This is an optimization exercise on Yosys and OpenROAD, whose aim is small area, a short achievable clock period and few clock cycles, not a production implementation.
Where RTL was checked, it was by simulation tests only, not by an equivalence proof against the original.
The RTL of run 1 was laid out without a check of its function.
Power is estimated from default activity; no workload was simulated.

### design.v
module cco7_core #(
    parameter [15:0] MAX_IN_LEN = 16'd1024
) (
    input  wire        clk,
    input  wire        rst,
    input  wire        req_valid,
    output wire        req_ready,
    input  wire [15:0] req_cmd,
    input  wire [15:0] req_len,
    input  wire        in_valid,
    output wire        in_ready,
    input  wire [31:0] in_data,
    output wire        out_valid,
    input  wire        out_ready,
    output wire [31:0] out_data,
    output wire        rsp_valid,
    output reg         rsp_err,
    output wire [7:0]  rsp_code,
    output reg  [3:0]  rsp_stage,
    output reg  [15:0] rsp_index,
    output reg  [31:0] rsp_value
);
    localparam [2:0] OP_DEC16 = 3'd1, OP_ENC16 = 3'd2, OP_DEC8 = 3'd3,
                     OP_ENC8  = 3'd4, OP_T7DEC = 3'd5, OP_T7ENC = 3'd6,
                     OP_KSX   = 3'd7;
    localparam [3:0] ST_NONE = 4'd0, ST_ARG = 4'd1, ST_VALIDATE = 4'd2,
                     ST_DEC16 = 4'd4, ST_ENC8 = 4'd5, ST_DEC8 = 4'd8,
                     ST_ENC16 = 4'd9;
    reg        busy;       
    reg        done_q;     
    reg [2:0]  op;
    reg [10:0] rem;        
    reg        more;       
    reg [10:0] cnt;        
    reg [10:0] cpc;        
    reg        ov;
    reg [20:0] od;
    reg [31:0] q;
    reg [2:0]  qc;
    reg        ph;         
    reg        nox;        
    reg [9:0]  pd;
    reg        pv;
    reg [5:0]  pos;
    reg [3:0]  hi;         
    reg [4:0]  ecode;
    assign req_ready = !busy;
    wire act  = busy && !done_q;
    wire slot = !ov || out_ready;
    assign out_valid = ov;
    assign out_data  = {11'd0, od};
    assign rsp_valid = done_q && slot;
    assign rsp_code  = {3'd0, ecode};
    wire o1 = (op == OP_DEC16), o2 = (op == OP_ENC16), o3 = (op == OP_DEC8),
         o4 = (op == OP_ENC8),  o5 = (op == OP_T7DEC), o6 = (op == OP_T7ENC),
         o7 = (op == OP_KSX);
    localparam [431:0] KEY_TABLE = 432'h2E373867663B6B343532333738397678636E3433383936616376677342555348444B4A646C6B72776579692E2C416F666B3B64667364;
    function [15:0] hexc;
        input [3:0] v;
        hexc = (v <= 4'd9) ? (16'h0030 + {12'd0, v}) : (16'h0037 + {12'd0, v});
    endfunction
    wire [7:0] kb   = KEY_TABLE[{pos, 3'd0} +: 8];
    wire [5:0] posi = (pos == 6'd53) ? 6'd0 : pos + 6'd1;
    wire [3:0] c_op  = req_cmd[3:0];
    wire [6:0] c_ofs = req_cmd[10:4];
    wire bad_rsv   = (req_cmd[15:11] != 5'd0);
    wire bad_op    = (c_op == 4'd0) || c_op[3];
    wire bad_ofs   = (c_op != 4'd6) && (c_op != 4'd7) && (c_ofs != 7'd0);
    wire illegal   = bad_rsv || bad_op || bad_ofs;
    wire too_long  = (req_len > MAX_IN_LEN);
    wire arg_bad   = (c_op == 4'd6) && (c_ofs > 7'd99);
    wire t7_parity = (c_op == 4'd5) && req_len[0];
    wire t7_short  = (c_op == 4'd5) && (req_len == 16'd0);
    wire d_bad     = illegal || too_long || arg_bad || t7_parity || t7_short;
    wire [5:0] ofs_pos = (c_ofs >= 7'd108) ? (c_ofs - 7'd108) :
                         (c_ofs >= 7'd54)  ? (c_ofs - 7'd54)  : c_ofs[5:0];
    wire [3:0] s_tens = c_ofs / 7'd10;
    wire [3:0] s_ones = c_ofs % 7'd10;
    wire [15:0] u        = in_data[15:0];
    wire        is_lead  = (u[15:10] == 6'b110110);
    wire        is_trail = (u[15:10] == 6'b110111);
    wire        is_dig   = (u >= 16'h0030) && (u <= 16'h0039);
    wire        is_uc    = (u >= 16'h0041) && (u <= 16'h0046);
    wire [3:0]  hexv     = u[6] ? {1'b1, u[2:0] + 3'd1} : u[3:0];
    wire        rem1     = (rem == 11'd1);
    wire [10:0] cnt1     = cnt + 11'd1;
    wire        emit_lo = slot && (qc != 3'd0) && ph;      
    wire [2:0]  qa      = qc - {2'd0, emit_lo};
    reg         rdy_a, rdy_b;
    always @(*) begin
        rdy_a = 1'b0; rdy_b = 1'b0;
        case (op)
            OP_DEC16, OP_DEC8, OP_KSX: begin rdy_a = !ov; rdy_b = 1'b1; end
            OP_ENC16: begin rdy_a = !ov && !pv; rdy_b = !pv; end
            OP_ENC8:  begin rdy_a = !ov && (qc == 3'd0); rdy_b = (qc == 3'd0); end
            OP_T7DEC: begin rdy_a = !cnt[0] || (!ov && !pv); rdy_b = !pv; end
            OP_T7ENC: begin
                if (pv) begin
                    rdy_a = (qc == 3'd0) || ((qc == 3'd1) && ph && !ov);
                    rdy_b = (qc == 3'd1) && ph;
                end else begin
                    rdy_a = (qc[2:1] == 2'd0) || ((qc == 3'd2) && ph && !ov);
                    rdy_b = (qc == 3'd2) && ph;
                end
            end
            default: ;
        endcase
    end
    wire opr = rdy_a || (rdy_b && out_ready);
    assign in_ready = act && more && opr;
    wire take = in_valid && in_ready;
    wire last = take && rem1;
    wire [4:0]  pr_hi = {1'b0, pd[9:6]} + 5'd1;
    wire [20:0] pair  = {pr_hi, pd[5:0], u[9:0]};
    wire        pair_bad = (pd == 10'h3FF) && (u[9:0] == 10'h3FF);    
    wire [7:0]  b8    = o5 ? {hi ^ kb[7:4], hexv ^ kb[3:0]} : in_data[7:0];
    wire        accv  = (qc[1:0] != 2'd0);
    wire [20:0] accn  = {q[14:0], b8[5:0]};
    wire [1:0]  remn  = qc[1:0] - 2'd1;
    wire        sok   = (q[14:1] != 14'd0) && (!ph || (q[14:5] != 10'd0));
    reg         d8_err, d8_emit;
    reg  [4:0]  d8_code;
    reg  [20:0] d8_val;
    reg  [20:0] d8_q;
    reg  [1:0]  d8_qc;
    reg         d8_ph;
    always @(*) begin
        d8_err = 1'b0; d8_emit = 1'b0; d8_code = 5'h08;
        d8_val = {13'd0, b8};
        d8_q = accn; d8_qc = qc[1:0]; d8_ph = ph;
        if (!b8[7]) begin
            if (accv) begin d8_err = 1'b1; d8_code = 5'h08; end
            else d8_emit = 1'b1;
        end else if (b8[7:6] == 2'b10) begin
            if (!accv) begin d8_err = 1'b1; d8_code = 5'h09; end
            else begin
                d8_qc = remn;
                if (remn == 2'd0) begin
                    d8_val = accn;
                    if (!sok) begin d8_err = 1'b1; d8_code = 5'h0D; end
                    else d8_emit = 1'b1;
                end
            end
        end else if (b8[7:3] == 5'b11111) begin
            d8_err = 1'b1; d8_code = 5'h0B;
        end else if (accv) begin
            d8_err = 1'b1; d8_code = 5'h0A;
        end else if (b8[7:3] == 5'b11110) begin
            d8_q = {18'd0, b8[2:0]}; d8_qc = 2'd3; d8_ph = 1'b0;
        end else if (b8[7:4] == 4'b1110) begin
            d8_q = {17'd0, b8[3:0]}; d8_qc = 2'd2; d8_ph = 1'b1;
        end else begin
            d8_q = {16'd0, b8[4:0]}; d8_qc = 2'd1; d8_ph = 1'b0;
        end
    end
    wire [20:0] d8_cp = d8_val;    
    wire [31:0] e16_cp  = o5 ? {11'd0, d8_cp} : in_data;
    wire        e16_bad = e16_cp[31] || (e16_cp >= 32'h0010FFFF);
    wire        e16_sur = (e16_cp[31:11] == 21'h1B);
    wire        e16_sup = (e16_cp[20:16] != 5'd0);
    wire [15:0] e16_lead = {6'b110110, e16_cp[19:16] - 4'd1, e16_cp[15:10]};
    wire [20:0] e8_cp = o6 ? (is_trail ? pair : {5'd0, u}) : in_data[20:0];
    wire        e8_bad = in_data[31] || (in_data >= 32'h0010FFFF);
    reg  [31:0] e8_b;
    reg  [2:0]  e8_k;
    always @(*) begin
        if (e8_cp[20:7] == 14'd0) begin
            e8_b = {1'b0, e8_cp[6:0], 24'd0}; e8_k = 3'd1;
        end else if (e8_cp[20:11] == 10'd0) begin
            e8_b = {3'b110, e8_cp[10:6], 2'b10, e8_cp[5:0], 16'd0}; e8_k = 3'd2;
        end else if (e8_cp[20:16] == 5'd0) begin
            e8_b = {4'b1110, e8_cp[15:12], 2'b10, e8_cp[11:6], 2'b10, e8_cp[5:0], 8'd0};
            e8_k = 3'd3;
        end else begin
            e8_b = {5'b11110, e8_cp[20:18], 2'b10, e8_cp[17:12], 2'b10, e8_cp[11:6],
                    2'b10, e8_cp[5:0]};
            e8_k = 3'd4;
        end
    end
    wire [7:0] fx  = q[31:24] ^ (nox ? 8'd0 : kb);
    wire [15:0] fch = hexc(ph ? fx[3:0] : fx[7:4]);
    wire [6:0] salt    = {3'd0, hi} * 7'd10 + {3'd0, u[3:0]};
    wire [5:0] salt_p  = (salt >= 7'd54) ? (salt - 7'd54) : salt[5:0];
    wire pe8 = rsp_err && (rsp_stage == ST_DEC8);    
    reg        e_we, e_fin;
    reg [4:0]  e_code;
    reg [3:0]  e_stage;
    reg [15:0] e_idx;
    reg [31:0] e_val;
    always @(*) begin
        e_we = 1'b0; e_fin = 1'b0; e_code = 5'h01; e_stage = ST_DEC16;
        e_idx = {5'd0, cnt}; e_val = {16'd0, u};
        if (take) begin
            case (op)
                OP_DEC16, OP_T7ENC: begin
                    e_stage = ST_DEC16;
                    if (is_lead) begin
                        if (pv) begin e_we = 1'b1; e_fin = 1'b1; e_code = 5'h01; end
                        else if (rem1) begin
                            e_we = 1'b1; e_fin = 1'b1; e_code = 5'h04; e_idx = {5'd0, cnt1};
                        end
                    end else if (is_trail) begin
                        if (!pv) begin e_we = 1'b1; e_fin = 1'b1; e_code = 5'h02; end
                        else if (o6 && pair_bad && !rsp_err) begin
                            e_we = 1'b1; e_code = 5'h05; e_stage = ST_ENC8;
                            e_idx = {5'd0, cpc}; e_val = 32'h0010FFFF;
                        end
                    end else if (pv) begin
                        e_we = 1'b1; e_fin = 1'b1; e_code = 5'h03;
                    end
                end
                OP_ENC16: begin
                    e_stage = ST_ENC16; e_val = in_data;
                    if (e16_bad) begin e_we = 1'b1; e_fin = 1'b1; e_code = 5'h05; end
                    else if (e16_sur) begin e_we = 1'b1; e_fin = 1'b1; e_code = 5'h06; end
                end
                OP_ENC8: begin
                    e_stage = ST_ENC8; e_val = in_data; e_code = 5'h05;
                    if (e8_bad) begin e_we = 1'b1; e_fin = 1'b1; end
                end
                OP_DEC8: begin
                    e_stage = ST_DEC8; e_code = d8_code; e_val = {11'd0, d8_val};
                    if (d8_err) begin e_we = 1'b1; e_fin = 1'b1; end
                    else if (rem1 && (d8_qc != 2'd0)) begin
                        e_we = 1'b1; e_fin = 1'b1; e_code = 5'h0C;
                        e_idx = {5'd0, cnt1}; e_val = {30'd0, d8_qc};
                    end
                end
                OP_T7DEC: begin
                    e_stage = ST_VALIDATE;
                    if (cnt[10:1] == 10'd0) begin
                        if (!is_dig) begin e_we = 1'b1; e_fin = 1'b1; e_code = 5'h12; end
                    end else if (!(is_dig || is_uc)) begin
                        e_we = 1'b1; e_fin = 1'b1; e_code = 5'h13;
                    end else if (cnt[0]) begin
                        if (!pe8) begin
                            if (d8_err) begin
                                e_we = 1'b1; e_code = d8_code; e_stage = ST_DEC8;
                                e_idx = {6'd0, cnt[10:1] - 10'd1}; e_val = {11'd0, d8_val};
                            end else if (rem1 && (d8_qc != 2'd0)) begin
                                e_we = 1'b1; e_code = 5'h0C; e_stage = ST_DEC8;
                                e_idx = {6'd0, cnt[10:1]}; e_val = {30'd0, d8_qc};
                            end else if (d8_emit && (e16_bad || e16_sur) && !rsp_err) begin
                                e_we = 1'b1; e_code = e16_bad ? 5'h05 : 5'h06;
                                e_stage = ST_ENC16; e_idx = {5'd0, cpc};
                                e_val = {11'd0, d8_cp};
                            end
                        end
                    end
                end
                default: ;
            endcase
        end
    end
    always @(posedge clk) begin
        if (rst) begin
            busy   <= 1'b0;
            done_q <= 1'b0;
            ov     <= 1'b0;
        end else if (!busy) begin
            if (req_valid) begin
                busy    <= 1'b1;
                op      <= c_op[2:0];
                rem     <= req_len[10:0];
                more    <= (req_len != 16'd0);
                cnt     <= 11'd0;
                cpc     <= 11'd0;
                pv      <= 1'b0;
                qc      <= 3'd0;
                nox     <= 1'b1;
                pos     <= ofs_pos;
                rsp_err <= d_bad;
                done_q  <= d_bad || ((req_len == 16'd0) && (c_op != 4'd5) && (c_op != 4'd6));
                if (illegal) begin
                    ecode <= 5'h1F; rsp_stage <= ST_NONE; rsp_index <= 16'd0;
                    rsp_value <= {16'd0, req_cmd};
                end else if (too_long) begin
                    ecode <= 5'h1E; rsp_stage <= ST_NONE; rsp_index <= req_len;
                    rsp_value <= {16'd0, MAX_IN_LEN};
                end else if (arg_bad) begin
                    ecode <= 5'h15; rsp_stage <= ST_ARG; rsp_index <= 16'd0;
                    rsp_value <= {25'd0, c_ofs};
                end else if (t7_parity) begin
                    ecode <= 5'h10; rsp_stage <= ST_VALIDATE; rsp_index <= req_len;
                    rsp_value <= {16'd0, req_len};
                end else begin
                    ecode <= 5'h11; rsp_stage <= ST_VALIDATE; rsp_index <= 16'd0;
                    rsp_value <= 32'd0;
                end
                if (c_op == 4'd6 && !d_bad) begin
                    od  <= {5'd0, hexc(s_tens)};
                    ov  <= 1'b1;
                    q   <= {s_tens, s_ones, 24'd0};
                    qc  <= 3'd1;
                    ph  <= 1'b1;
                end
            end
        end else begin
            if (rsp_valid) begin
                busy   <= 1'b0;
                done_q <= 1'b0;
            end
            if (ov && out_ready)
                ov <= 1'b0;
            if (e_we) begin
                rsp_err   <= 1'b1;
                ecode     <= e_code;
                rsp_stage <= e_stage;
                rsp_index <= e_idx;
                rsp_value <= e_val;
            end
            if (e_fin)
                done_q <= 1'b1;
            if (take) begin
                rem  <= rem - 11'd1;
                more <= !rem1;
                cnt  <= cnt1;
            end
            if (act) begin
                case (op)
                    OP_DEC16: if (take) begin
                        if (is_lead) begin
                            pv <= 1'b1; pd <= u[9:0];
                        end else begin
                            pv <= 1'b0;
                            od <= is_trail ? pair : {5'd0, u};
                            ov <= 1'b1;
                            if (rem1) done_q <= 1'b1;
                        end
                    end
                    OP_ENC16, OP_T7DEC: begin
                        if (pv && slot) begin
                            od <= {5'd0, 6'b110111, pd};
                            ov <= 1'b1;
                            pv <= 1'b0;
                            if (!more) done_q <= 1'b1;
                        end
                        if (take && o2) begin
                            if (e16_sup) begin
                                od <= {5'd0, e16_lead};
                                pv <= 1'b1; pd <= e16_cp[9:0];
                            end else begin
                                od <= e16_cp[20:0];
                                if (rem1) done_q <= 1'b1;
                            end
                            ov <= 1'b1;
                        end
                        if (take && o5) begin
                            if (cnt[10:1] == 10'd0) begin
                                if (!cnt[0]) hi <= u[3:0];
                                else begin
                                    pos <= salt_p;
                                    if (rem1) done_q <= 1'b1;
                                end
                            end else if (!cnt[0]) begin
                                hi <= hexv;
                            end else begin
                                pos <= posi;
                                q   <= {11'd0, d8_q};
                                qc  <= {1'b0, d8_qc};
                                ph  <= d8_ph;
                                if (d8_emit) begin
                                    cpc <= cpc + 11'd1;
                                    if (e16_sup) begin
                                        od <= {5'd0, e16_lead};
                                        pv <= 1'b1; pd <= e16_cp[9:0];
                                    end else begin
                                        od <= d8_cp;
                                    end
                                    ov <= 1'b1;
                                end
                                if (rem1 && !(d8_emit && e16_sup)) done_q <= 1'b1;
                            end
                        end
                    end
                    OP_DEC8: if (take) begin
                        q  <= {11'd0, d8_q};
                        qc <= {1'b0, d8_qc};
                        ph <= d8_ph;
                        if (d8_emit) begin
                            od <= d8_cp;
                            ov <= 1'b1;
                        end
                        if (rem1) done_q <= 1'b1;
                    end
                    OP_ENC8: begin
                        if ((qc != 3'd0) && slot) begin
                            od <= {13'd0, q[31:24]};
                            ov <= 1'b1;
                            q  <= {q[23:0], 8'd0};
                            qc <= qc - 3'd1;
                            if ((qc == 3'd1) && !more) done_q <= 1'b1;
                        end else if (take) begin
                            od <= {13'd0, e8_b[31:24]};
                            ov <= 1'b1;
                            q  <= {e8_b[23:0], 8'd0};
                            qc <= e8_k - 3'd1;
                            if (rem1 && (e8_k == 3'd1)) done_q <= 1'b1;
                        end
                    end
                    OP_T7ENC: begin
                        if (slot && (qc != 3'd0)) begin
                            od <= {5'd0, fch};
                            ov <= 1'b1;
                            ph <= !ph;
                            if (ph) begin
                                nox <= 1'b0;
                                if (!nox) pos <= posi;
                            end
                        end
                        if (take && is_lead) begin
                            pv <= 1'b1; pd <= u[9:0];
                        end else if (take) begin
                            pv  <= 1'b0;
                            cpc <= cpc + 11'd1;
                        end
                        if (take && !is_lead) begin
                            q  <= (qa == 3'd0) ? e8_b : {(emit_lo ? q[23:16] : q[31:24]), e8_b[31:8]};
                            qc <= qa + e8_k;
                        end else begin
                            if (emit_lo) q <= {q[23:0], 8'd0};
                            qc <= qa;
                            if (!more && !pv && ((emit_lo && (qc == 3'd1)) || rsp_err)) done_q <= 1'b1;
                        end
                    end
                    OP_KSX: if (take) begin
                        od  <= {13'd0, in_data[7:0] ^ kb};
                        ov  <= 1'b1;
                        pos <= posi;
                        if (rem1) done_q <= 1'b1;
                    end
                    default: ;
                endcase
            end
        end
    end
endmodule
### run.sh
#!/bin/bash
# synth_recipe.tcl (not shown) runs the flow's synth.tcl, then flattens the netlist and writes it again
# the make line also repeats each setting of config.mk as NAME=value (left out here)
make -C /OpenROAD-flow-scripts/flow DESIGN_CONFIG=/design/flow/config.mk WORK_HOME=/design/flow/orfs CLKGATE_MAP_FILE= SYNTH_SCRIPT=/design/flow/synth_recipe.tcl finish
### config.mk
export PLATFORM = sky130hd
export DESIGN_NAME = cco7_core
export DESIGN_NICKNAME = cco7_core
export VERILOG_FILES = /design/flow/design.v
export SDC_FILE = /design/flow/constraint.sdc
export NUM_CORES = 4
export LEC_CHECK = 0
export CAP_MARGIN = 20
export CORE_MARGIN = 2
export CORE_UTILIZATION = 40
export PLACE_DENSITY = 0.6
export SETUP_SLACK_MARGIN = 5
export SLEW_MARGIN = 20
### constraint.sdc
create_clock -name core_clock -period 10.0 [get_ports {clk}]
set_input_delay 2.0000 -clock core_clock [delete_from_list [all_inputs] [get_ports {clk}]]
set_output_delay 2.0000 -clock core_clock [all_outputs]
set_load 0.01 [all_outputs]
==> results of run 1 <==
## cells in the final DEF (no fill, tap or decap), types with 30 or more instances in the layout
master | netlist | layout
nor2_1 | 244 | 238
nand2_1 | 209 | 203
a21oi_1 | 195 | 188
edfxtp_1 | 174 | 174
o21ai_0 | 145 | 136
clkdlybuf4s50_1 | 0 | 131
buf_4 | 22 | 125
nand3_1 | 78 | 73
nor3_1 | 57 | 48
xnor2_1 | 49 | 45
a221oi_1 | 46 | 44
inv_1 | 52 | 42
ha_1 | 51 | 42
o211ai_1 | 39 | 39
a31oi_1 | 43 | 37
and3_1 | 36 | 35
mux2i_1 | 34 | 34
and2_1 | 31 | 30
## power by group through the flow
stage | Combinational (mW) | Sequential, mW | Clock (mW)
detailed placement | 0.650 | 0.925 | 0
global placement | 0.649 | 0.924 | 0
global route | 0.805 | 0.909 | 0.781
finish | 0.767 | 0.908 | 0.754
CTS | 0.713 | 0.904 | 0.762
floorplan | 0.423 | 0.897 | 0
## final cells by class
| class | instances | area share [%] |
|---|---|---|
| Antenna cell | 1 | 0.0115 |
| Clock buffer | 17 | 1.95 |
| Clock inverter | 15 | 0.913 |
| Inverter | 57 | 1.17 |
| Multi-Input combinational cell | 1796 | 55.2 |
| Sequential cell | 177 | 24.3 |
| Tap cell | 585 | 3.36 |
| Timing Repair Buffer | 304 | 13.1 |
## synthesized netlist by cell type, types with 25 or more instances
library cell and count:
nand2b_1 25, mux2i_1 34, and3_1 36, nor4_1 26, o211ai_1 39, a31oi_1 43
ha_1 51, and2_1 31, nor3_1 57, nor2_1 244, clkbuf_1 153, nor2b_1 25
o21ai_0 145, nand2_1 209, a221oi_1 46, edfxtp_1 174, nand3_1 78, a21oi_1 195
xnor2_1 49, inv_1 52, a211oi_1 33
## path summary, 6_finish.rpt
path / start / depth (start not counted) / endpoint / slack [ns]
hold reg to reg: q[15]$_SDFFCE_PN0P_ / 2 / q[23]$_SDFFCE_PN0P_ / 0.61
setup reg to reg: pos[0]$_DFFE_PP_ / 22 / rsp_value[5]$_DFFE_PP_ / 5.13
setup / recovery: req_cmd[3] / 9 / rsp_value[1]$_DFFE_PP_ / 4.98
hold / removal: q[15]$_SDFFCE_PN0P_ / 2 / q[23]$_SDFFCE_PN0P_ / 0.61
## worst min-delay path, cell delays in order, from the launching register on
cell and delay [ns]:
edfxtp_1 0.35, a222oi_1 0.07, nor2_1 0.09
## cell families after synthesis
family          count (synthesis)
fa+ha+maj                      55
other cells                     1
buf+inv                       261
simple gates                  820
mux                            51
compound gates                785
flops                         177
xor+xnor                       70
## sequential cells by signal (all words and copies together) (netlist names), 4 cells and up
signal	count
rsp_stage	4
hi	4
pos	6
rsp_index	16
od	21
rsp_value	32
ecode	5
rem	11
cpc	11
q	32
pd	10
cnt	11
## what timing repair did
action / 4_1_cts / 5_1_grt
endpoints found under the setup margin: 230 / 172
hold buffers: 0 / 0
pin swaps: 30 / 23
setup buffers: 61 / 25
cloned: 3 / 2
resized for setup: 156 / 77
## routing by layer
layer	vias to the layer above	wire length [um]	GRT usage, %
met5	-	69	1.62
met1	9700	34800	51.8
li1	8709	-	-
met3	310	12400	12.3
met2	1618	36300	55.5
met4	2	4780	17.7
==> qor.tcl, run 1 <==
set qor(achievable-frequency_mhz) 199
set qor(global_route_wire_length_before_repair_um) 127000
set qor(main_combinational_cell_family_by_area_after_synthesis) {compound AO/OA/AOI/OAI gates}
set qor(tritoncts.num_buffers) 17
set qor(place_hpwl_um) 61900
set qor(fin_total_pwr_mw) 2.43
set qor(clk_transition_reported_paths_ns) 0.07
set qor(detail-route-antenna-nets) 0
set qor(final-seq-area_um2) 5290
set qor(worst_ep_arrival_time_ns) 5.34
set qor(multi_input_comb_area_um2) 12000
set qor(actual_slew_at_the_worst_max_slew_pin_ns) 1.26
set qor(cts.htree.levels) 4
set qor(slew_headroom_pct) 15.1
set qor(ioPinCount) 166
set qor(synth_seq_cells) 177
set qor(design.core.area_um2) 43200
set qor(detailedRoute.firstPassIterationCount) 6
set qor(post_synth_inst_count) 2220
set qor(slowest_delay_ns) 0.73
set qor(clock_insertion_delay_worst_skew_ns) 0.52
set qor(slowest_stage) {clkdlybuf4s50_1}
set qor(areaGrowthSynthToFinish_pct) 24.2
set qor(placement.cell_area_um2) 19700
set qor(count_of_buffering_cells_on_the_critical_path_with_inverters_included) 2
set qor(cts_sinks) 177
set qor(routedWlPerCell_um) 29.9
set qor(placedCellCount) 2828
set qor(netlist.area_leader.share_pct) 29.8
set qor(vdd_drop_max_mv) 0.137
set qor(min_period_over_period_pct) 50.2
set qor(synth_warnings) 1
set qor(setup.worst_path.end_class) {register}
set qor(worst_setup_path_start_kind) {primary input}
set qor(synth_compound_gate_area_share_pct) 30.6
set qor(tritoncts) {built}
set qor(number_of_placement_rows) 76
set qor(asyncSetResetFlopFracSynth_pct) 0
set qor(drt-total-wl_um) 88400
set qor(vias_in_the_first_global_route) 18700
set qor(yosysUniqueCellTypes) 101
set qor(cp_data_required_time_ns) 10.31
set qor(post_synth_main_area_contributors) {edfxtp_1 (30%), a21oi_1 (5.6%), nor2_1 (5.2%)}
set qor(power.combinational.fraction_pct) 31.6
set qor(yosys.area.top_type) {edfxtp_1}
set qor(min-delay-path-class) {register to register}
set qor(power_share_of_the_sequential_group_pct) 37.4
set qor(root_buffer) {clkbuf_16}
set qor(timing.final.crit_period_ns) 5.02
set qor(finalHoldViolations) 0
set qor(power.share.clock_pct) 31.1
set qor(post_route_cells_drive_above_1_share_pct) 15.3
set qor(synth-seq-area-share_pct) 30.1
set qor(synth_mux_area_share_pct) 3.03
set qor(status) {complete, no violations}
set qor(post-route-cell-area_um2) 21800
set qor(finClkSkew_ns) 0.0175
set qor(timing.hold.ws_ns) 0.612
set qor(gr-total-overflow) 0
set qor(post_layout_nonfiller_instances) 2952
set qor(fillers) 4254
set qor(critPathMaxFanout) 18
set qor(number_of_flops_mapped_to_enable_cells_by_yosys) 174
set qor(detailroute.via_count) 20300
set qor(final_nets) 2476
set qor(leakagePower_nw) 7.53
set qor(power_switching_uw) 882
set qor(cp_most_frequent_cell) {o21ai_0}
set qor(timing.critical_path.max_delay_family) {simple AND/OR/NAND/NOR gates}
set qor(synth_ff_type) {edfxtp_1}
set qor(p_int_mw) 1.55
set qor(setup.worst_path.class) {primary input to register}
set qor(antenna_found_initial) 2
set qor(dieWidth_um) 213
set qor(max-clock-path-buffers) 2
set qor(setup_viol_count_final) 0
set qor(finalCoreUtilization_pct) 50.5
set qor(yosys.area_share.simple_pct) 22.5
set qor(vertical_die_dimension_um) 213
set qor(io_buffer_count) 151
set qor(synth_area_per_cell_um2) 7.90
set qor(crit_chain) {clkdlybuf4s50_1 -> nor4_4 -> nand3_4 -> nor2_1 -> and2_1 -> inv_1 -> o21ai_0 -> o21ai_0 -> a21oi_1}
set qor(swShare_pct) 36.3
set qor(groute.usage.overall_pct) 38.4
set qor(synth_xor_xnor_area_share_pct) 3.54
set qor(die_area_um2) 45500
set qor(final_routed_drc_violation_total) 0
set qor(initial_core_util_pct) 40.6
set qor(drtIter0Drc) 3269
set qor(setup_repair_after_global_routing_missed_its_margin) {true}
set qor(detail_route.vias_per_cell) 6.89
set qor(power.density_nw_per_um2) 112
set qor(largest_net_degree_at_the_start_of_global_routing) 77
set qor(placement.setup.worst_slack_ns) 3.07
set qor(setup_ws_ns) 4.98
set qor(final_weighted_congestion_in_routability_driven_placement) 1.03
set qor(tns_ns) 0
set qor(synth.cell_area_um2) 17500
set qor(post_synth_fa_ha_maj_area_fraction_pct) 4.04
set qor(timing.final.max_slew_violations) 0
set qor(max_cap_viol_count) 0
==> run 2: changes to the inputs <==
--- a/design.v
+++ b/design.v
@@ -54,12 +54,35 @@
     wire o1 = (op == OP_DEC16), o2 = (op == OP_ENC16), o3 = (op == OP_DEC8),
          o4 = (op == OP_ENC8),  o5 = (op == OP_T7DEC), o6 = (op == OP_T7ENC),
          o7 = (op == OP_KSX);
-    localparam [431:0] KEY_TABLE = 432'h2E373867663B6B343532333738397678636E3433383936616376677342555348444B4A646C6B72776579692E2C416F666B3B64667364;
+    function [7:0] keyb;
+        input [5:0] p;
+        case (p)
+            6'd0: keyb = 8'h64;  6'd1: keyb = 8'h73;  6'd2: keyb = 8'h66;
+            6'd3: keyb = 8'h64;  6'd4: keyb = 8'h3B;  6'd5: keyb = 8'h6B;
+            6'd6: keyb = 8'h66;  6'd7: keyb = 8'h6F;  6'd8: keyb = 8'h41;
+            6'd9: keyb = 8'h2C;  6'd10: keyb = 8'h2E; 6'd11: keyb = 8'h69;
+            6'd12: keyb = 8'h79; 6'd13: keyb = 8'h65; 6'd14: keyb = 8'h77;
+            6'd15: keyb = 8'h72; 6'd16: keyb = 8'h6B; 6'd17: keyb = 8'h6C;
+            6'd18: keyb = 8'h64; 6'd19: keyb = 8'h4A; 6'd20: keyb = 8'h4B;
+            6'd21: keyb = 8'h44; 6'd22: keyb = 8'h48; 6'd23: keyb = 8'h53;
+            6'd24: keyb = 8'h55; 6'd25: keyb = 8'h42; 6'd26: keyb = 8'h73;
+            6'd27: keyb = 8'h67; 6'd28: keyb = 8'h76; 6'd29: keyb = 8'h63;
+            6'd30: keyb = 8'h61; 6'd31: keyb = 8'h36; 6'd32: keyb = 8'h39;
+            6'd33: keyb = 8'h38; 6'd34: keyb = 8'h33; 6'd35: keyb = 8'h34;
+            6'd36: keyb = 8'h6E; 6'd37: keyb = 8'h63; 6'd38: keyb = 8'h78;
+            6'd39: keyb = 8'h76; 6'd40: keyb = 8'h39; 6'd41: keyb = 8'h38;
+            6'd42: keyb = 8'h37; 6'd43: keyb = 8'h33; 6'd44: keyb = 8'h32;
+            6'd45: keyb = 8'h35; 6'd46: keyb = 8'h34; 6'd47: keyb = 8'h6B;
+            6'd48: keyb = 8'h3B; 6'd49: keyb = 8'h66; 6'd50: keyb = 8'h67;
+            6'd51: keyb = 8'h38; 6'd52: keyb = 8'h37; 6'd53: keyb = 8'h2E;
+            default: keyb = 8'h00;
+        endcase
+    endfunction
     function [15:0] hexc;
         input [3:0] v;
         hexc = (v <= 4'd9) ? (16'h0030 + {12'd0, v}) : (16'h0037 + {12'd0, v});
     endfunction
-    wire [7:0] kb   = KEY_TABLE[{pos, 3'd0} +: 8];
+    wire [7:0] kb   = keyb(pos);
     wire [5:0] posi = (pos == 6'd53) ? 6'd0 : pos + 6'd1;
     wire [3:0] c_op  = req_cmd[3:0];
     wire [6:0] c_ofs = req_cmd[10:4];
@@ -86,27 +109,17 @@
     wire [10:0] cnt1     = cnt + 11'd1;
     wire        emit_lo = slot && (qc != 3'd0) && ph;      
     wire [2:0]  qa      = qc - {2'd0, emit_lo};
-    reg         rdy_a, rdy_b;
+    reg         opr;
     always @(*) begin
-        rdy_a = 1'b0; rdy_b = 1'b0;
         case (op)
-            OP_DEC16, OP_DEC8, OP_KSX: begin rdy_a = !ov; rdy_b = 1'b1; end
-            OP_ENC16: begin rdy_a = !ov && !pv; rdy_b = !pv; end
-            OP_ENC8:  begin rdy_a = !ov && (qc == 3'd0); rdy_b = (qc == 3'd0); end
-            OP_T7DEC: begin rdy_a = !cnt[0] || (!ov && !pv); rdy_b = !pv; end
-            OP_T7ENC: begin
-                if (pv) begin
-                    rdy_a = (qc == 3'd0) || ((qc == 3'd1) && ph && !ov);
-                    rdy_b = (qc == 3'd1) && ph;
-                end else begin
-                    rdy_a = (qc[2:1] == 2'd0) || ((qc == 3'd2) && ph && !ov);
-                    rdy_b = (qc == 3'd2) && ph;
-                end
-            end
-            default: ;
+            OP_DEC16, OP_DEC8, OP_KSX: opr = slot;
+            OP_ENC16: opr = slot && !pv;
+            OP_ENC8:  opr = slot && (qc == 3'd0);
+            OP_T7DEC: opr = !cnt[0] || (slot && !pv);
+            OP_T7ENC: opr = pv ? (qa == 3'd0) : (qa[2:1] == 2'd0);
+            default:  opr = 1'b0;
         endcase
     end
-    wire opr = rdy_a || (rdy_b && out_ready);
     assign in_ready = act && more && opr;
     wire take = in_valid && in_ready;
     wire last = take && rem1;
--- a/config.mk
+++ b/config.mk
@@ -9,5 +9,4 @@
 export CORE_MARGIN = 2
 export CORE_UTILIZATION = 40
 export PLACE_DENSITY = 0.6
-export SETUP_SLACK_MARGIN = 5
 export SLEW_MARGIN = 20
==> qor.tcl, run 2 <==
set qor(status) {complete, no violations}
set qor(initial_core_util_pct) 40.6 ;# about the same
set qor(final_weighted_congestion_in_routability_driven_placement) 1.03 ;# about the same
set qor(cp_data_required_time_ns) 8.00 ;# -2.31 ns
set qor(yosysUniqueCellTypes) 103 ;# +2.0%
set qor(tns_ns) 0 ;# unchanged
set qor(timing.final.crit_period_ns) 7.26 ;# +2.24 ns
set qor(fillers) 4397 ;# +3.4%
set qor(globalRouteMet3Util_pct) 9.92 ;# -2.4 points
set qor(setup_repair_after_global_routing_missed_its_margin) {false}
set qor(synth_seq_cells) 184 ;# +4.0%
set qor(detailroute.via_count) 20500 ;# +0.56%
set qor(power_switching_uw) 883 ;# about the same
set qor(detail_route.vias_per_cell) 7.01 ;# +1.7%
set qor(mostFrequentLayoutCells) {nand2_1 (233), nor2_1 (196), a21oi_1 (195), o21ai_0 (178), edfxtp_1 (174)}
set qor(cts.htree.levels) 4 ;# unchanged
set qor(place_hpwl_um) 61500 ;# -0.68%
set qor(synthTopCellsByCount) {nand2_1 (233), nor2_1 (197), a21oi_1 (196), o21ai_0 (178), edfxtp_1 (174)}
set qor(r2r.worst_path.cells) 15 ;# -32%
set qor(design.core.area_um2) 44400 ;# +2.9%
set qor(antenna_found_initial) 1 ;# -1
set qor(whs_path_depth) 2 ;# unchanged
set qor(tritoncts.num_buffers) 17 ;# unchanged
set qor(actual_slew_at_the_worst_max_slew_pin_ns) 1.20 ;# -0.0598 ns
set qor(final_nets) 2440 ;# -1.5%
set qor(final-seq-area_um2) 5430 ;# +2.6%
set qor(vertical_die_dimension_um) 216 ;# +1.4%
set qor(synth_ff_type) {edfxtp_1}
set qor(swShare_pct) 37.2 ;# +0.88 points
set qor(cts.repair.resized) 0 ;# -100%
set qor(power.combinational.fraction_pct) 29.7 ;# -1.9 points
set qor(number_of_flops_mapped_to_enable_cells_by_yosys) 174 ;# unchanged
set qor(min_period_over_period_pct) 72.6 ;# +22 points
set qor(source_of_the_worst_hold_timing_path) {od[20]$_SDFFCE_PN0P_}
set qor(largest_net_degree_at_the_start_of_global_routing) 84 ;# +9.1%
set qor(critPathMaxFanout) 10 ;# -8
set qor(post_synth_main_area_contributors) {edfxtp_1 (29%), a21oi_1 (5.4%), o21ai_0 (4.9%)}
set qor(gr-total-overflow) 0 ;# unchanged
set qor(tritoncts) {built}
set qor(synth_area_per_cell_um2) 7.94 ;# +0.48%
set qor(cts_sinks) 184 ;# +4.0%
set qor(areaGrowthSynthToFinish_pct) 13.9
set qor(setup.worst_path.end_class) {output port}
set qor(grt.busiest_layer) {met2}
set qor(worst_ep_arrival_time_ns) 5.26 ;# -0.08 ns
set qor(r2r_end) {rsp_value[26]$_SDFFCE_PN0P_}
set qor(root_buffer) {clkbuf_16}
set qor(post_synth_inst_count) 2273 ;# +2.4%
set qor(finalHoldViolations) 0 ;# unchanged
set qor(yosys.area.top_type) {edfxtp_1}
set qor(synth-seq-area-share_pct) 30.1 ;# -0.068 points
set qor(power_share_of_the_sequential_group_pct) 40.3 ;# +2.9 points
set qor(fin_total_pwr_mw) 2.37 ;# -2.3%
set qor(final_common_cell) {nand2_1}
set qor(die_area_um2) 46800 ;# +2.8%
set qor(post_route_cells_drive_above_1_share_pct) 6.49 ;# -8.9 points
set qor(antenna_cells) 0 ;# -1
set qor(netlist.area_leader.share_pct) 29.0 ;# -0.83 points
set qor(p_int_mw) 1.49 ;# -3.7%
set qor(io_buffer_count) 151 ;# unchanged
set qor(setup_viol_count_final) 0 ;# unchanged
set qor(worst_setup_path_start_kind) {primary input}
set qor(power.density_nw_per_um2) 115 ;# +3.6%
set qor(cts_setup_buffers) 0 ;# -100%
set qor(synth.cell_area_um2) 18000 ;# +2.9%
set qor(dieWidth_um) 216 ;# +1.4%
set qor(drtIter0Drc) 3106 ;# -5.0%
set qor(reg_top3) {q x32, rsp_value x32, od x21}
set qor(detail-route-antenna-nets) 0 ;# unchanged
set qor(max_cap_viol_count) 0 ;# unchanged
set qor(timing.rr.start) {hi[2]$_DFFE_PP_}
set qor(multi_input_comb_area_um2) 11600 ;# -3.4%
set qor(worst-r2r-setup-slack_ns) 4.34 ;# -0.79 ns
set qor(max-clock-path-buffers) 2 ;# unchanged
set qor(min-delay-path-class) {register to register}
set qor(vias_in_the_first_global_route) 18600 ;# -0.33%
set qor(power.share.clock_pct) 30.0 ;# -1.1 points
set qor(synth_most_common_cell) {nand2_1}
set qor(final_routed_drc_violation_total) 0 ;# unchanged
set qor(finClkSkew_ns) 0.0175 ;# -0.0000249 ns
set qor(synth_warnings) 1 ;# unchanged
set qor(cts_hold_buffers) 0 ;# unchanged
set qor(asyncSetResetFlopFracSynth_pct) 0 ;# unchanged
set qor(timing.final.max_slew_violations) 0 ;# unchanged
set qor(number_of_placement_rows) 77 ;# +1.3%
set qor(achievable-frequency_mhz) 138 ;# -31%
set qor(leakagePower_nw) 6.89 ;# -8.5%
set qor(detailedRoute.firstPassIterationCount) 8 ;# +2
set qor(drt-total-wl_um) 84500 ;# -4.4%
set qor(ioPinCount) 166 ;# unchanged
set qor(met2_demand_to_capacity_share_in_global_routing_pct) 49.4 ;# -6.1 points
set qor(routedWlPerCell_um) 28.9 ;# -3.4%
set qor(clock_insertion_delay_worst_skew_ns) 0.48 ;# -0.04 ns
set qor(global_route_wire_length_before_repair_um) 124000 ;# -2.6%
set qor(setup.worst_path.class) {primary input to output port}
set qor(groute.usage.overall_pct) 35.1 ;# -3.3 points
set qor(clk_transition_reported_paths_ns) 0.07 ;# about the same
set qor(slew_headroom_pct) 19.7 ;# +4.6 points
set qor(grt_util_met1_pct) 48.3 ;# -3.5 points
set qor(worstHoldEndpoint) {od[20]$_SDFFCE_PN0P_}
set qor(vdd_drop_max_mv) 0.0855 ;# -37%
run 2: cell types whose count changed after synthesis, moves of 10 or more:
cell / delta
a211oi_1: +13
a31oi_1: +10
a41oi_1: -10
clkbuf_1: -21
nand2_1: +24
nor2_1: -47
nor2b_1: -12
o211ai_1: +10
o21ai_0: +33
o31ai_1: +13
xnor2_1: -11
run 2: final cells by class:
type | instances | share of cell area [%]
Multi-Input combinational cell | 1840 | 56.5
Sequential cell | 184 | 26.4
Timing Repair Buffer | 205 | 9.39
Tap cell | 592 | 3.61
Clock buffer | 18 | 2.09
Inverter | 66 | 1.21
Clock inverter | 14 | 0.761
run 2: kinds of logic after synthesis:
group           count (synthesis)  share of synthesized area, %
buf+inv                       262                          6.20
xor+xnor                       59                          2.95
flops                         184                          30.1
simple gates                  816                          22.3
other cells                     1                        0.0208
mux                            40                          2.50
compound gates                854                          31.8
fa+ha+maj                      57                          4.08
run 2: metal layers:
metal | routed length (um) | share of wire (%)
met5 | 0 | 0
met4 | 5160 | 6.1
met3 | 11300 | 13
met2 | 34000 | 40
met1 | 34100 | 40
run 2: worst max-delay path by stage:
stage / start / end / slack, ns / cells past startpoint
6_report: out_ready / in_ready / 2.74 / 10
2_1_floorplan: out_ready / ecode[0]$_DFFE_PP_ / 2.05 / 14
3_3_place_gp: in_data[6] / rsp_index[7]$_DFFE_PP_ / 2.84 / 16
3_5_place_dp: in_data[6] / rsp_value[17]$_SDFFCE_PN0P_ / 2.77 / 16
5_1_grt: out_ready / in_ready / 2.57 / 10
4_1_cts: out_ready / in_ready / 2.80 / 10
run 2: power groups by stage:
stage	Clock (mW)	Sequential [mW]	Combinational, mW
detailed placement	0	0.968	0.676
global route	0.745	0.957	0.747
finish	0.712	0.955	0.705
global placement	0	0.967	0.670
CTS	0.721	0.951	0.679
floorplan	0	0.940	0.440
run 2: per-stage QoR:
stage	setup WS, ns	cells	util [%]	area (um^2)	hold slack (ns)
2_1_floorplan	2.05	2286	-	18100	0.548
3_3_place_gp	2.84	2887	44.9	19900	0.600
3_5_place_dp	2.77	2887	44.9	19900	0.614
4_1_cts	2.80	2919	46.2	20500	0.630
5_1_grt	2.57	2919	46.3	20500	0.670
6_report	2.74	2919	46.3	20500	0.629
run 2: critical path, cell delays in order:
cell	delay, ns
clkdlybuf4s50_1	0.48
nor2b_1	0.64
nor2_1	0.24
ha_1	0.25
ha_1	0.19
xnor2_1	0.28
o2111ai_1	0.18
o211ai_2	0.20
and2_1	0.24
clkdlybuf4s50_1	0.56
Testbench counts of run 2, summed over its fixed seeds: cycles 125,545.

==> separate check: timing with driven ports <==
No port has a modelled driver above. Below, the same layouts with a new extraction and two added sets of constraints. Step 1 sets driving cells, clkbuf_16 on the clock port and buf_2 on the other inputs (assumed; they add their load-dependent delay and slew). Step 2, shift: input delay + t, output delay - t, t = (earliest + latest rising clock arrival at the registers) / 2. This alone moves slack from input paths to output paths. Slacks: ideal / step 1 / step 2; pairs: ideal / step 1.
run | t, ns | setup WS [ns] | hold slack, ns | slew at the worst register clock pin (ns)
run 1 | 0.562 | 4.976 / 4.970 / 4.408 | 0.612 / 0.612 / 0.612 | 0.08 / 0.08
run 2 | 0.539 | 2.736 / 2.715 / 2.497 | 0.629 / 0.629 / 0.629 | 0.09 / 0.09
After both steps every run listed still meets setup and hold. For run 1, which loses most, drivers alone change the setup slack by -0.006 ns; drivers and shift together by -0.568 ns.
